Background: an optimization exercise with open tools, aiming at small area, a short achievable clock period and few clock cycles. Do not read the settings as production practice.
Only simulation tests tie the RTL to the original design; equivalence was not proved.

// lmx_extract
module lmx_extract (
    input  wire        clk,
    input  wire        rst,
    input  wire        ld_en,
    input  wire [2:0]  ld_arr,      
    input  wire [2:0]  ld_idx,
    input  wire [63:0] ld_data,
    input  wire        cfg_en,
    input  wire        cfg_w8,      
    input  wire [2:0]  cfg_idx_mult,
    input  wire [2:0]  cfg_idx_xor,
    input  wire        start,
    input  wire [15:0] count,
    input  wire        f64,
    output reg         out_valid,
    input  wire        out_ready,
    output wire [63:0] out_data,
    output wire        busy,
    input  wire [2:0]  rd_arr,
    input  wire [2:0]  rd_idx,
    output wire [63:0] rd_data,
    output wire [2:0]  idx_mult,
    output wire [2:0]  idx_xor
);
    reg [511:0] mult_x;
    reg [511:0] mult_a;
    reg [511:0] mult_b;
    reg [511:0] xor_x;
    reg [511:0] xor_a;
    reg [511:0] xor_b;
    reg        w8;
    reg [2:0]  im;
    reg [2:0]  ix;
    reg        active;      
    reg [15:0] remaining;
    reg        f64_r;
    reg        pv;          
    reg [63:0] obuf;
    reg        opv;         
    reg [63:0] op_a;
    reg [31:0] op_one;      
    reg [31:0] op_two;
    reg [31:0] op_neg;
    reg [63:0] op_b;
    assign busy     = active | out_valid;
    assign idx_mult = im;
  ...
Size: roughly 240 I/O pins, ~0.18 mm2 of cells after synthesis.
Settings: LEC_CHECK=0, CAP_MARGIN=20, CORE_MARGIN=2, CORE_UTILIZATION=50, PLACE_DENSITY=0.6, SLEW_MARGIN=20; clock period 20.0 ns.
standard.sh (not shown) runs the stock make flow with config.mk's settings and CLKGATE_MAP_FILE= SYNTH_SCRIPT=/design/flow/synth_recipe.tcl, a recipe that flattens the netlist after the stock synthesis.
==> flow/flow/run.sh <==
#!/bin/bash
set -euo pipefail
bash standard.sh SETUP_SLACK_MARGIN=10 TNS_END_PERCENT=10 MATCH_CELL_FOOTPRINT=0 \
    "BUFFER_PORTS_ARGS=-buffer_cell sky130_fd_sc_hd__buf_4" \
    "CTS_ARGS=-sink_clustering_enable -repair_clock_nets -dont_use_dummy_load -buf_list {sky130_fd_sc_hd__clkbuf_4}" \
    finish > flow_make.log 2>&1
Testbench counts at the start, summed over its fixed seeds: cycles 8,728.
Edit:
--- a/flow/design.v
+++ b/flow/design.v
@@ -76,26 +76,25 @@
     end
     assign rd_data = mx | ma | mb | xx | xa | xb;
     wire [64:0] xe = {mx, 1'b0};
     reg  [31:0] bd_one, bd_two, bd_neg;
     always @(*) begin
         for (k = 0; k < 32; k = k + 1) begin
             bd_one[k] = xe[2*k+1] ^ xe[2*k];
             bd_two[k] = (xe[2*k+2] & ~xe[2*k+1] & ~xe[2*k]) | (~xe[2*k+2] & xe[2*k+1] & xe[2*k]);
             bd_neg[k] = xe[2*k+2];
         end
     end
-    wire [63:0] r0, r1;
+    wire [63:0] v;
     lmx_mac mac (.a(op_a), .one(op_one), .two(op_two), .neg(op_neg), .b(op_b),
-                 .r0(r0), .r1(r1));
-    wire [63:0] v     = (r0 + r1) ^ xx;
+                 .m(xx), .v(v));
     wire [63:0] xnext = (xa ^ xx) + xb;
     wire [63:0] mz = {obuf[52:0], 11'd0};
     reg  [2:0]  lzb [0:7];
     reg  [7:0]  nzb;
     reg  [2:0]  hz;
     reg  [7:0]  tb;
     reg  [5:0]  lz;
     always @(*) begin
         for (k = 0; k < 8; k = k + 1) begin
             tb     = mz[8*k +: 8];
             nzb[k] = |tb;
@@ -213,24 +212,24 @@
             if (ld_sel[k] && ld_arr == 3'd5)
                 xor_b[64*k +: 64] <= ld_data;
         end
     end
 endmodule
 module lmx_mac (
     input  wire [63:0] a,
     input  wire [31:0] one,
     input  wire [31:0] two,
     input  wire [31:0] neg,
     input  wire [63:0] b,
-    output wire [63:0] r0,
-    output wire [63:0] r1
+    input  wire [63:0] m,
+    output wire [63:0] v
 );
     wire one0 = one[0];
     wire two0 = two[0];
     wire neg0 = neg[0];
     wire [63:0] e0 = a[63:0] ^ {64{neg0}};
     wire p0_0 = (one0 & e0[0]) | (two0 & neg0);
     wire p0_1 = (one0 & e0[1]) | (two0 & e0[0]);
     wire p0_2 = (one0 & e0[2]) | (two0 & e0[1]);
     wire p0_3 = (one0 & e0[3]) | (two0 & e0[2]);
     wire p0_4 = (one0 & e0[4]) | (two0 & e0[3]);
     wire p0_5 = (one0 & e0[5]) | (two0 & e0[4]);
@@ -3512,22 +3511,23 @@
     wire s2070 = c1942 ^ s1943 ^ s1811;
     wire c2071 = (c1942 & s1943) | (c1942 & s1811) | (s1943 & s1811);
     wire s2072 = c1944 ^ s1945 ^ s1815;
     wire c2073 = (c1944 & s1945) | (c1944 & s1815) | (s1945 & s1815);
     wire s2074 = c1946 ^ s1947 ^ s1819;
     wire c2075 = (c1946 & s1947) | (c1946 & s1819) | (s1947 & s1819);
     wire s2076 = c1948 ^ s1949 ^ s1823;
     wire c2077 = (c1948 & s1949) | (c1948 & s1823) | (s1949 & s1823);
     wire s2078 = c1950 ^ s1951 ^ s1827;
     wire c2079 = (c1950 & s1951) | (c1950 & s1827) | (s1951 & s1827);
     wire s2080 = c1952 ^ s1953 ^ s1830;
+    wire [63:0] r0, r1;
     assign r0[0] = s1954;
     assign r1[0] = b[0];
     assign r0[1] = c1955;
     assign r1[1] = s1956;
     assign r0[2] = c1957;
     assign r1[2] = s1958;
     assign r0[3] = c1959;
     assign r1[3] = s1960;
     assign r0[4] = c1961;
     assign r1[4] = s1962;
     assign r0[5] = c1963;
@@ -3640,12 +3640,45 @@
     assign r1[58] = s2070;
     assign r0[59] = c2071;
     assign r1[59] = s2072;
     assign r0[60] = c2073;
     assign r1[60] = s2074;
     assign r0[61] = c2075;
     assign r1[61] = s2076;
     assign r0[62] = c2077;
     assign r1[62] = s2078;
     assign r0[63] = c2079;
     assign r1[63] = s2080;
+    wire [63:0] g0 = r0 & r1;
+    wire [63:0] p0 = r0 ^ r1;
+    wire [63:0] g1, p1;
+    assign g1[0:0] = g0[0:0];
+    assign p1[0:0] = p0[0:0];
+    assign g1[63:1] = g0[63:1] | (p0[63:1] & g0[62:0]);
+    assign p1[63:1] = p0[63:1] & p0[62:0];
+    wire [63:0] g2, p2;
+    assign g2[1:0] = g1[1:0];
+    assign p2[1:0] = p1[1:0];
+    assign g2[63:2] = g1[63:2] | (p1[63:2] & g1[61:0]);
+    assign p2[63:2] = p1[63:2] & p1[61:0];
+    wire [63:0] g3, p3;
+    assign g3[3:0] = g2[3:0];
+    assign p3[3:0] = p2[3:0];
+    assign g3[63:4] = g2[63:4] | (p2[63:4] & g2[59:0]);
+    assign p3[63:4] = p2[63:4] & p2[59:0];
+    wire [63:0] g4, p4;
+    assign g4[7:0] = g3[7:0];
+    assign p4[7:0] = p3[7:0];
+    assign g4[63:8] = g3[63:8] | (p3[63:8] & g3[55:0]);
+    assign p4[63:8] = p3[63:8] & p3[55:0];
+    wire [63:0] g5, p5;
+    assign g5[15:0] = g4[15:0];
+    assign p5[15:0] = p4[15:0];
+    assign g5[63:16] = g4[63:16] | (p4[63:16] & g4[47:0]);
+    assign p5[63:16] = p4[63:16] & p4[47:0];
+    wire [63:0] g6, p6;
+    assign g6[31:0] = g5[31:0];
+    assign p6[31:0] = p5[31:0];
+    assign g6[63:32] = g5[63:32] | (p5[63:32] & g5[31:0]);
+    assign p6[63:32] = p5[63:32] & p5[31:0];
+    assign v = p0 ^ m ^ {g6[62:0], 1'b0};
 endmodule
After rerunning: Count of clock-buffer cells in the layout rises by 48. Worst setup slack gets better by 110 ps. Final area falls slightly. Via count falls slightly. Critical path depth is unchanged.
Testbench counts after the change, summed over its fixed seeds: cycles 8,728.

==> separate check: timing with driven ports <==
The flow's constraints put no driver on any port. The routed layouts listed below were extracted and timed again, unchanged, in two steps. Step 1, drivers: a clkbuf_16 drives clk and a buf_2 each remaining input, both assumed. Step 2 moves the port delays by t, midway between the first and last clock arrival at a register: inputs arrive t later, outputs are due t later. That takes back most of the time a late clock gives input paths. Slacks: ideal / step 1 / step 2; pairs: ideal / step 1.
run	t, ns	slack for setup (ns)	worst hold slack (ns)	clock arrival spread, ns	pins driven straight from the clock port
the first run	1.530	8.866 / 8.657 / 8.519	0.463 / 0.463 / 0.463	0.247 / 0.247	1
the second run	1.753	8.976 / 8.681 / 8.192	0.483 / 0.483 / 0.483	0.223 / 0.223	1
After both steps every run listed still meets setup and hold. For the second run, which loses most, drivers alone change the setup slack by -0.295 ns; drivers and shift together by -0.784 ns.
